This design comes from an exercise in tuning for small area, a short achievable clock period and few clock cycles on the open sky130 flow, not from production work.
At most, simulation tests tie the RTL to the original design; equivalence was not proved.
Power is estimated from default activity; no workload was simulated.

==> run B <==
==> flow/design.v (excerpt) <==
module bkosc (
    input  wire        clk,
    input  wire        rst,
    input  wire        cmd_valid,
    output wire        cmd_ready,
    input  wire [31:0] cmd_data,
    output wire        rsp_valid,
    input  wire        rsp_ready,
    output wire [31:0] rsp_data,
    output wire        pls_valid,
    input  wire        pls_ready,
    output wire [2:0]  pls_chan,
    output wire [31:0] pls_time,
    output wire [31:0] pls_delta
);
==> flow/config.mk <==
export PLATFORM = sky130hd
export DESIGN_NAME = bkosc
export DESIGN_NICKNAME = bkosc
export VERILOG_FILES = /design/flow/design.v
export SDC_FILE = /design/flow/constraint.sdc
export NUM_CORES = 4
export LEC_CHECK = 0
export ABC_CLOCK_PERIOD_IN_PS = 4000
export CAP_MARGIN = 20
export CORE_MARGIN = 2
export CORE_UTILIZATION = 40
export PLACE_DENSITY = 0.6
export SLEW_MARGIN = 20
==> flow/constraint.sdc <==
create_clock -name core_clock -period 15.0 [get_ports {clk}]
set_input_delay 3.0000 -clock core_clock [delete_from_list [all_inputs] [get_ports {clk}]]
set_output_delay 3.0000 -clock core_clock [all_outputs]
set_load 0.01 [all_outputs]
standard.sh (not shown) runs the stock make flow with config.mk's settings and CLKGATE_MAP_FILE= SYNTH_SCRIPT=/design/flow/synth_recipe.tcl, a recipe that flattens the netlist after the stock synthesis.
==> flow/flow/run.sh <==
#!/bin/bash
# Standard ORFS layout, with timing repair aimed at a setup margin below the clock
# period (the SDC and its 15 ns clock are unchanged).
set -euo pipefail
bash standard.sh SETUP_SLACK_MARGIN=${FLOW_SETUP_MARGIN:-11} finish > standard_flow.log 2>&1
==> inputs of run Y, as changes to run B <==
--- a/flow/design.v
+++ b/flow/design.v
@@ -48,16 +48,14 @@
     reg [14:0] g_am;
     reg [32:0] end_r;
     reg        is_end;
     reg [32:0] t0;
     reg [4:0]  p0;
     reg [14:0] l0;
     reg [3:0]  k0;
-    reg [35:0] kps, kpc;    
-    reg [35:0] k0p;         
     reg        as0;
     reg [14:0] am0;
     reg        m_v;
     reg [2:0]  m_ch;
     reg [31:0] m_t;
     reg        m_s;
     reg [14:0] m_xh, m_yh;   
@@ -221,32 +219,31 @@
             WF_SQUARE:   begin as_n = ~(p_n[3:0] < duty); am_n = 15'd32767; end
             WF_TRIANGLE: begin as_n = ~tri_i[3];          am_n = tri_m;     end
             WF_NOISE:    begin as_n = ~l_n[0];            am_n = 15'd32767; end
             WF_SAWTOOTH: begin as_n = (p_n[2:0] < 3'd3);  am_n = saw_m;     end
             default:     begin as_n = p_n[4];             am_n = sin_m;     end
         endcase
     end
+    wire [35:0] pp0 = g_k[0] ? {5'd0, period}        : 36'd0;
+    wire [35:0] pp1 = g_k[1] ? {4'd0, period, 1'b0}  : 36'd0;
+    wire [35:0] pp2 = g_k[2] ? {3'd0, period, 2'b0}  : 36'd0;
+    wire [35:0] pp3 = g_k[3] ? {2'd0, period, 3'b0}  : 36'd0;
     wire [35:0] tx  = {3'd0, g_t};
     wire [35:0] ne  = ~{3'd0, (r_st == R_GEN) ? end_r : endv};
-    wire [35:0] a1 = tx ^ kps ^ kpc;
-    wire [35:0] b1 = {(tx[34:0] & kps[34:0]) | (tx[34:0] & kpc[34:0]) | (kps[34:0] & kpc[34:0]), 1'b0};
-    wire [35:0] t_n = a1 + b1;
-    wire [35:0] a2 = a1 ^ b1 ^ ne;
-    wire [35:0] b2 = {(a1[34:0] & b1[34:0]) | (a1[34:0] & ne[34:0]) | (b1[34:0] & ne[34:0]), 1'b1};
-    wire [35:0] d_n = a2 + b2;
+    wire [35:0] a1 = pp0 ^ pp1 ^ pp2;
+    wire [35:0] b1 = {(pp0[34:0] & pp1[34:0]) | (pp0[34:0] & pp2[34:0]) | (pp1[34:0] & pp2[34:0]), 1'b0};
+    wire [35:0] a2 = pp3 ^ tx ^ a1;
+    wire [35:0] b2 = {(pp3[34:0] & tx[34:0]) | (pp3[34:0] & a1[34:0]) | (tx[34:0] & a1[34:0]), 1'b0};
+    wire [35:0] a3 = a2 ^ b2 ^ b1;
+    wire [35:0] b3 = {(a2[34:0] & b2[34:0]) | (a2[34:0] & b1[34:0]) | (b2[34:0] & b1[34:0]), 1'b0};
+    wire [35:0] t_n = a3 + b3;
+    wire [35:0] a4 = a3 ^ b3 ^ ne;
+    wire [35:0] b4 = {(a3[34:0] & b3[34:0]) | (a3[34:0] & ne[34:0]) | (b3[34:0] & ne[34:0]), 1'b1};
+    wire [35:0] d_n = a4 + b4;
     wire        ex_n = d_n[35];
-    wire [3:0]  kn_eff = g_tail ? 4'd1 : k_n;
-    wire [35:0] qq0 = kn_eff[0] ? {5'd0, period}        : 36'd0;
-    wire [35:0] qq1 = kn_eff[1] ? {4'd0, period, 1'b0}  : 36'd0;
-    wire [35:0] qq2 = kn_eff[2] ? {3'd0, period, 2'b0}  : 36'd0;
-    wire [35:0] qq3 = kn_eff[3] ? {2'd0, period, 3'b0}  : 36'd0;
-    wire [35:0] c1a = qq0 ^ qq1 ^ qq2;
-    wire [35:0] c1b = {(qq0[34:0] & qq1[34:0]) | (qq0[34:0] & qq2[34:0]) | (qq1[34:0] & qq2[34:0]), 1'b0};
-    wire [35:0] kns = c1a ^ c1b ^ qq3;
-    wire [35:0] knc = {(c1a[34:0] & c1b[34:0]) | (c1a[34:0] & qq3[34:0]) | (c1b[34:0] & qq3[34:0]), 1'b0};
     wire [14:0] mm_a = g_am;
     wire [14:0] mm_b = vol_cur;
     wire mm_n1 = (mm_a[0] & mm_b[13]) ^ (mm_a[1] & mm_b[12]);
     wire mm_n2 = (mm_a[0] & mm_b[13]) & (mm_a[1] & mm_b[12]);
     wire mm_n3 = (mm_a[0] & mm_b[14]) ^ (mm_a[1] & mm_b[13]) ^ (mm_a[2] & mm_b[12]);
     wire mm_n4 = ((mm_a[0] & mm_b[14]) & (mm_a[1] & mm_b[13])) | ((mm_a[0] & mm_b[14]) & (mm_a[2] & mm_b[12])) | ((mm_a[1] & mm_b[13]) & (mm_a[2] & mm_b[12]));
     wire mm_n5 = (mm_a[3] & mm_b[11]) ^ (mm_a[4] & mm_b[10]);
@@ -755,63 +752,53 @@
                 m_xh   <= mm_x[29:15];
                 m_yh   <= mm_y[29:15];
                 m_c15  <= prod_lo[15];
                 m_lonz <= (prod_lo[14:0] != 15'd0);
             end
             if (r_st != R_GEN) begin
                 g_k  <= k_n;
-                kps  <= kns;
-                kpc  <= knc;
                 g_as <= as_n;
                 g_am <= am_n;
             end
             if (r_st != R_GEN) vol_cur <= volume[0];
             if (gen_step && !ex_n && !fin_eff) vol_cur <= volume[g_ch + 3'd1];
             if (gen_step) begin
                 if (ex_n) begin
                     g_t  <= t_n[32:0];
                     g_p  <= p_n;
                     g_l  <= l_n;
-                    g_k  <= kn_eff;
-                    kps  <= kns;
-                    kpc  <= knc;
+                    g_k  <= g_tail ? 4'd1 : k_n;
                     g_as <= as_n;
                     g_am <= am_n;
                 end else if (!fin_eff) begin
                     g_ch    <= g_ch + 3'd1;
                     g_final <= ({1'b0, g_ch} + 4'd2 == nch);
                     g_tail  <= 1'b0;
                     if (r_st == R_GEN) begin
                         g_t  <= t0;
                         g_p  <= p0;
                         g_l  <= l0;
                         g_k  <= k0;
-                        kps  <= k0p;
-                        kpc  <= 36'd0;
                         g_as <= as0;
                         g_am <= am0;
                     end else begin
                         g_k  <= g_k;
-                        kps  <= kps;
-                        kpc  <= kpc;
                         g_as <= g_as;
                         g_am <= g_am;
                     end
                 end else if (g_k == 4'd1) begin
                     g_t  <= t_n[32:0];
                     g_p  <= p_n;
                     g_l  <= l_n;
                     g_ch   <= 3'd0;
                     g_tail <= 1'b0;
                     r_st   <= R_FIN;
                 end else begin
                     g_tail <= 1'b1;
                     g_k    <= 4'd1;
-                    kps    <= {5'd0, period};
-                    kpc    <= 36'd0;
                 end
             end
             if (r_st == R_FIN) begin
                 r_st <= R_IDLE;
                 if (is_end) g_t[32:20] <= t_adj;
             end
             if (exec && !hdr_bad) begin
@@ -841,15 +828,14 @@
                                 end_r   <= endv;
                                 if (!(ex_n == 1'b0 && nch != 4'd1))
                                     g_final <= (nch == 4'd1);
                                 t0      <= g_t;
                                 p0      <= g_p;
                                 l0      <= g_l;
                                 k0      <= g_k;
-                                k0p     <= kps + kpc;
                                 as0     <= g_as;
                                 am0     <= g_am;
                             end else if (op == OP_END)
                                 g_t[32:20] <= t_adj;
                         end
                     end
                     OP_RESET: begin
==> flow/flow/run.sh (replaced) <==
#!/bin/bash
# Standard ORFS layout, with timing repair aimed at a setup margin below the clock
# period (the SDC and its 15 ns clock are unchanged).
set -euo pipefail
bash standard.sh SETUP_SLACK_MARGIN=${FLOW_SETUP_MARGIN:-10} finish > standard_flow.log 2>&1
==> inputs of run K, as changes to run B <==
--- a/flow/design.v
+++ b/flow/design.v
@@ -22,14 +22,15 @@
     reg        attached;
     reg [3:0]  nch;
     reg [2:0]  waveform;
     reg [3:0]  duty;
     reg [30:0] period;
     reg [14:0] volume [0:7];
     reg signed [15:0] last [0:7];
+    reg [7:0]  lz;          
     reg [32:0] g_t;         
     reg [4:0]  g_p;         
     reg [14:0] g_l;         
     reg        sl_full;
     reg [1:0]  sl_cnt;
     reg [3:0]  sl_op;
     reg [7:0]  sl_key;
@@ -48,16 +49,14 @@
     reg [14:0] g_am;
     reg [32:0] end_r;
     reg        is_end;
     reg [32:0] t0;
     reg [4:0]  p0;
     reg [14:0] l0;
     reg [3:0]  k0;
-    reg [35:0] kps, kpc;    
-    reg [35:0] k0p;         
     reg        as0;
     reg [14:0] am0;
     reg        m_v;
     reg [2:0]  m_ch;
     reg [31:0] m_t;
     reg        m_s;
     reg [14:0] m_xh, m_yh;   
@@ -221,32 +220,31 @@
             WF_SQUARE:   begin as_n = ~(p_n[3:0] < duty); am_n = 15'd32767; end
             WF_TRIANGLE: begin as_n = ~tri_i[3];          am_n = tri_m;     end
             WF_NOISE:    begin as_n = ~l_n[0];            am_n = 15'd32767; end
             WF_SAWTOOTH: begin as_n = (p_n[2:0] < 3'd3);  am_n = saw_m;     end
             default:     begin as_n = p_n[4];             am_n = sin_m;     end
         endcase
     end
+    wire [35:0] pp0 = g_k[0] ? {5'd0, period}        : 36'd0;
+    wire [35:0] pp1 = g_k[1] ? {4'd0, period, 1'b0}  : 36'd0;
+    wire [35:0] pp2 = g_k[2] ? {3'd0, period, 2'b0}  : 36'd0;
+    wire [35:0] pp3 = g_k[3] ? {2'd0, period, 3'b0}  : 36'd0;
     wire [35:0] tx  = {3'd0, g_t};
     wire [35:0] ne  = ~{3'd0, (r_st == R_GEN) ? end_r : endv};
-    wire [35:0] a1 = tx ^ kps ^ kpc;
-    wire [35:0] b1 = {(tx[34:0] & kps[34:0]) | (tx[34:0] & kpc[34:0]) | (kps[34:0] & kpc[34:0]), 1'b0};
-    wire [35:0] t_n = a1 + b1;
-    wire [35:0] a2 = a1 ^ b1 ^ ne;
-    wire [35:0] b2 = {(a1[34:0] & b1[34:0]) | (a1[34:0] & ne[34:0]) | (b1[34:0] & ne[34:0]), 1'b1};
-    wire [35:0] d_n = a2 + b2;
+    wire [35:0] a1 = pp0 ^ pp1 ^ pp2;
+    wire [35:0] b1 = {(pp0[34:0] & pp1[34:0]) | (pp0[34:0] & pp2[34:0]) | (pp1[34:0] & pp2[34:0]), 1'b0};
+    wire [35:0] a2 = pp3 ^ tx ^ a1;
+    wire [35:0] b2 = {(pp3[34:0] & tx[34:0]) | (pp3[34:0] & a1[34:0]) | (tx[34:0] & a1[34:0]), 1'b0};
+    wire [35:0] a3 = a2 ^ b2 ^ b1;
+    wire [35:0] b3 = {(a2[34:0] & b2[34:0]) | (a2[34:0] & b1[34:0]) | (b2[34:0] & b1[34:0]), 1'b0};
+    wire [35:0] t_n = a3 + b3;
+    wire [35:0] a4 = a3 ^ b3 ^ ne;
+    wire [35:0] b4 = {(a3[34:0] & b3[34:0]) | (a3[34:0] & ne[34:0]) | (b3[34:0] & ne[34:0]), 1'b1};
+    wire [35:0] d_n = a4 + b4;
     wire        ex_n = d_n[35];
-    wire [3:0]  kn_eff = g_tail ? 4'd1 : k_n;
-    wire [35:0] qq0 = kn_eff[0] ? {5'd0, period}        : 36'd0;
-    wire [35:0] qq1 = kn_eff[1] ? {4'd0, period, 1'b0}  : 36'd0;
-    wire [35:0] qq2 = kn_eff[2] ? {3'd0, period, 2'b0}  : 36'd0;
-    wire [35:0] qq3 = kn_eff[3] ? {2'd0, period, 3'b0}  : 36'd0;
-    wire [35:0] c1a = qq0 ^ qq1 ^ qq2;
-    wire [35:0] c1b = {(qq0[34:0] & qq1[34:0]) | (qq0[34:0] & qq2[34:0]) | (qq1[34:0] & qq2[34:0]), 1'b0};
-    wire [35:0] kns = c1a ^ c1b ^ qq3;
-    wire [35:0] knc = {(c1a[34:0] & c1b[34:0]) | (c1a[34:0] & qq3[34:0]) | (c1b[34:0] & qq3[34:0]), 1'b0};
     wire [14:0] mm_a = g_am;
     wire [14:0] mm_b = vol_cur;
     wire mm_n1 = (mm_a[0] & mm_b[13]) ^ (mm_a[1] & mm_b[12]);
     wire mm_n2 = (mm_a[0] & mm_b[13]) & (mm_a[1] & mm_b[12]);
     wire mm_n3 = (mm_a[0] & mm_b[14]) ^ (mm_a[1] & mm_b[13]) ^ (mm_a[2] & mm_b[12]);
     wire mm_n4 = ((mm_a[0] & mm_b[14]) & (mm_a[1] & mm_b[13])) | ((mm_a[0] & mm_b[14]) & (mm_a[2] & mm_b[12])) | ((mm_a[1] & mm_b[13]) & (mm_a[2] & mm_b[12]));
     wire mm_n5 = (mm_a[3] & mm_b[11]) ^ (mm_a[4] & mm_b[10]);
@@ -610,15 +608,16 @@
     wire mm_n363 = mm_n312 ^ (mm_a[13] & mm_b[14]) ^ (mm_a[14] & mm_b[13]);
     wire mm_n364 = (mm_n312 & (mm_a[13] & mm_b[14])) | (mm_n312 & (mm_a[14] & mm_b[13])) | ((mm_a[13] & mm_b[14]) & (mm_a[14] & mm_b[13]));
     wire [29:0] mm_x = {1'b0, mm_n364, mm_n362, mm_n360, mm_n358, mm_n356, mm_n354, mm_n352, mm_n350, mm_n348, mm_n346, mm_n344, mm_n342, mm_n340, mm_n338, mm_n336, mm_n334, mm_n332, mm_n330, mm_n328, mm_n326, mm_n324, mm_n322, mm_n320, mm_n318, mm_n316, mm_n314, mm_n313, (mm_a[0] & mm_b[1]), (mm_a[0] & mm_b[0])};
     wire [29:0] mm_y = {1'b0, (mm_a[14] & mm_b[14]), mm_n363, mm_n361, mm_n359, mm_n357, mm_n355, mm_n353, mm_n351, mm_n349, mm_n347, mm_n345, mm_n343, mm_n341, mm_n339, mm_n337, mm_n335, mm_n333, mm_n331, mm_n329, mm_n327, mm_n325, mm_n323, mm_n321, mm_n319, mm_n317, mm_n315, (mm_a[2] & mm_b[0]), (mm_a[1] & mm_b[0]), 1'b0};
     wire [15:0] prod_lo = {1'b0, mm_x[14:0]} + {1'b0, mm_y[14:0]};
     wire [14:0] m_hi    = m_xh + m_yh + {14'd0, m_c15};
     wire [15:0] m_level = m_s ? (~{1'b0, m_hi} + {15'd0, ~m_lonz}) : {1'b0, m_hi};
-    wire [16:0] m_delta = {m_level[15], m_level} - {last[m_ch][15], last[m_ch]};
+    wire [15:0] m_last  = lz[m_ch] ? 16'd0 : last[m_ch];
+    wire [16:0] m_delta = {m_level[15], m_level} - {m_last[15], m_last};
     reg [31:0] get_val;
     always @(*) begin
         case (r_key)
             5'h01: get_val = {29'd0, waveform};
             5'h02: get_val = {28'd0, duty};
             5'h03: get_val = {1'b0, period};
             5'h04: get_val = {27'd0, g_p};
@@ -663,14 +662,15 @@
     always @(posedge clk) begin
         if (rst) begin
             sl_full  <= 1'b0;
             sl_cnt   <= 2'd0;
             r_st     <= R_IDLE;
             run_rsp  <= 1'b0;
             g_tail   <= 1'b0;
+            lz       <= 8'hff;
             g_ch     <= 3'd0;
             m_v      <= 1'b0;
             o_v      <= 1'b0;
             r_v      <= 1'b0;
             r_two    <= 1'b0;
             q_v      <= 1'b0;
             attached <= 1'b0;
@@ -679,15 +679,14 @@
             duty     <= 4'd4;
             period   <= 31'h100000;
             g_t      <= 33'd0;
             g_p      <= 5'd0;
             g_l      <= 15'h0001;
             for (i = 0; i < 8; i = i + 1) begin
                 volume[i] <= 15'd0;
-                last[i]   <= 16'sd0;
             end
         end else begin
             if (exec) sl_full <= 1'b0;
             if (cmd_valid && (~sl_full | exec)) begin
                 case (sl_cnt)
                     2'd0: begin
                         sl_op  <= cmd_data[31:28];
@@ -743,75 +742,78 @@
                 q_key  <= {key[4], key[3:0]};
             end
             if (!stall) begin
                 o_v  <= m_v && (m_delta != 17'd0);
                 o_ch <= m_ch;
                 o_t  <= m_t;
                 o_d  <= m_delta;
-                if (m_v) last[m_ch] <= m_level;
+                if (m_v) begin
+                    last[m_ch] <= m_level;
+                    lz[m_ch]   <= 1'b0;
+                end
                 m_v    <= gen_step && !g_tail;
                 m_ch   <= g_ch;
                 m_t    <= g_t[31:0];
                 m_s    <= g_as;
                 m_xh   <= mm_x[29:15];
                 m_yh   <= mm_y[29:15];
                 m_c15  <= prod_lo[15];
                 m_lonz <= (prod_lo[14:0] != 15'd0);
             end
             if (r_st != R_GEN) begin
                 g_k  <= k_n;
-                kps  <= kns;
-                kpc  <= knc;
                 g_as <= as_n;
                 g_am <= am_n;
             end
             if (r_st != R_GEN) vol_cur <= volume[0];
+            if (r_st == R_IDLE) begin
+                is_end <= (op == OP_END);
+                end_r  <= endv;
+                t0     <= g_t;
+                p0     <= g_p;
+                l0     <= g_l;
+                k0     <= g_k;
+                as0    <= g_as;
+                am0    <= g_am;
+            end
             if (gen_step && !ex_n && !fin_eff) vol_cur <= volume[g_ch + 3'd1];
             if (gen_step) begin
                 if (ex_n) begin
                     g_t  <= t_n[32:0];
                     g_p  <= p_n;
                     g_l  <= l_n;
-                    g_k  <= kn_eff;
-                    kps  <= kns;
-                    kpc  <= knc;
+                    g_k  <= g_tail ? 4'd1 : k_n;
                     g_as <= as_n;
                     g_am <= am_n;
                 end else if (!fin_eff) begin
                     g_ch    <= g_ch + 3'd1;
                     g_final <= ({1'b0, g_ch} + 4'd2 == nch);
                     g_tail  <= 1'b0;
                     if (r_st == R_GEN) begin
                         g_t  <= t0;
                         g_p  <= p0;
                         g_l  <= l0;
                         g_k  <= k0;
-                        kps  <= k0p;
-                        kpc  <= 36'd0;
                         g_as <= as0;
                         g_am <= am0;
                     end else begin
                         g_k  <= g_k;
-                        kps  <= kps;
-                        kpc  <= kpc;
                         g_as <= g_as;
                         g_am <= g_am;
                     end
                 end else if (g_k == 4'd1) begin
                     g_t  <= t_n[32:0];
                     g_p  <= p_n;
                     g_l  <= l_n;
                     g_ch   <= 3'd0;
                     g_tail <= 1'b0;
                     r_st   <= R_FIN;
                 end else begin
                     g_tail <= 1'b1;
                     g_k    <= 4'd1;
-                    kps    <= {5'd0, period};
-                    kpc    <= 36'd0;
                 end
             end
             if (r_st == R_FIN) begin
                 r_st <= R_IDLE;
                 if (is_end) g_t[32:20] <= t_adj;
             end
             if (exec && !hdr_bad) begin
@@ -833,53 +835,44 @@
                     end
                     OP_RUN, OP_END: begin
                         if (attached && time_ok) begin
                             if (has_steps) begin
                                 run_rsp <= 1'b1;
                                 if (!(ex_n == 1'b0 && nch == 4'd1 && g_k == 4'd1))
                                     r_st <= R_GEN;
-                                is_end  <= (op == OP_END);
-                                end_r   <= endv;
                                 if (!(ex_n == 1'b0 && nch != 4'd1))
                                     g_final <= (nch == 4'd1);
-                                t0      <= g_t;
-                                p0      <= g_p;
-                                l0      <= g_l;
-                                k0      <= g_k;
-                                k0p     <= kps + kpc;
-                                as0     <= g_as;
-                                am0     <= g_am;
                             end else if (op == OP_END)
                                 g_t[32:20] <= t_adj;
                         end
                     end
                     OP_RESET: begin
                         g_t <= 33'd0;
                         g_p <= 5'd0;
                         g_l <= 15'h0001;
-                        for (i = 0; i < 8; i = i + 1) last[i] <= 16'sd0;
+                        lz <= 8'hff;
                     end
                     OP_ATTACH: begin
                         if (!attached && val >= 1 && val <= 8) begin
                             attached <= 1'b1;
                             nch      <= val[3:0];
                             g_t <= 33'd0;
                             g_p <= 5'd0;
                             g_l <= 15'h0001;
-                            for (i = 0; i < 8; i = i + 1) last[i] <= 16'sd0;
+                            lz <= 8'hff;
                         end
                     end
                     OP_DETACH: begin
                         if (attached) begin
                             attached <= 1'b0;
                             nch      <= 4'd0;
                             g_t <= 33'd0;
                             g_p <= 5'd0;
                             g_l <= 15'h0001;
-                            for (i = 0; i < 8; i = i + 1) last[i] <= 16'sd0;
+                            lz <= 8'hff;
                         end
                     end
                     default: ;
                 endcase
             end
         end
     end
==> flow/flow/run.sh (replaced) <==
#!/bin/bash
# Standard ORFS layout, with timing repair aimed at a setup margin below the clock
# period (the SDC and its 15 ns clock are unchanged).
set -euo pipefail
bash standard.sh SETUP_SLACK_MARGIN=${FLOW_SETUP_MARGIN:-9.5} finish > standard_flow.log 2>&1
CAP_MARGIN = 0   (was 20)
CORE_UTILIZATION = 50   (was 40)
PLACE_DENSITY = 0.65   (was 0.6)
SLEW_MARGIN = 0   (was 20)
==> qor summary <==
quantity                                                                                                    run B             run Y             run K
TritonCTS sink count                                                                                          829               721               729
Clk slew on worst S/H paths                                                                               0.07 ns           0.06 ns           0.07 ns
Clock-net power                                                                                           2510 uW           2090 uW           2020 uW
Area added between synthesis and finish                                                                     31.7%             22.7%             16.5%
Result of the run                                                                      complete, but fails checks  no timing/DRC/antenna violations  no timing/DRC/antenna violations
Violated checks                                                   max-capacitance violations, max-slew violations                 -                 -
Worst-margin pin slew                                                                                     1.71 ns           1.23 ns           1.25 ns
Average via count per standard cell                                                                          6.01              5.71              6.11
Area fraction in and, or, nand and nor cells after synthesis                                                14.2%             14.4%             13.1%
Detailed-routing iteration count for the pre-antenna-repair pass                                               10                 6                 6
Starting utilization of the core area                                                                       40.4%             40.3%             50.5%
Crit path launch                                                                                 q_v$_SDFFE_PP0P_  g_k[2]$_DFFE_PP_  g_k[0]$_DFFE_PP_
Post-synthesis mux area share                                                                               6.45%             6.47%             6.66%
Gpl congestion                                                                                              0.922             0.911             0.932
Detailed-routed wire length on met3                                                                       22.5 mm           11.5 mm           11.9 mm
Testbench counts of run Y, summed over its fixed seeds: cycles 48,118.
Testbench counts of run K, summed over its fixed seeds: cycles 48,118.
Only the layout flow was run in run B; the RTL was not checked for function there.

[port drivers added, routing unchanged]
No port has a modelled driver above. Below, the same layouts with a new extraction and two added sets of constraints.
Step 1, drivers: a clkbuf_16 drives clk and a buf_2 each remaining input, both assumed.
Step 2 times the ports against the registers' clock, not the clock port: input delays grow and output delays shrink by t, the midpoint of the rising clock arrivals with the driver on.
Slacks: no drivers / after step 1 / after step 2; pairs: no drivers / after step 1.
run | t (ns) | slack for setup (ns) | worst setup path at the end
run B | 0.795 | 8.789 / 8.789 / 8.789 | register to register
run Y | 0.757 | 9.250 / 9.250 / 9.247 | input to register
run K | 0.728 | 9.097 / 9.097 / 8.546 | input to register
The setup slack of run K, which loses most, moves by 0.000 ns with the drivers and by -0.551 ns with both steps.
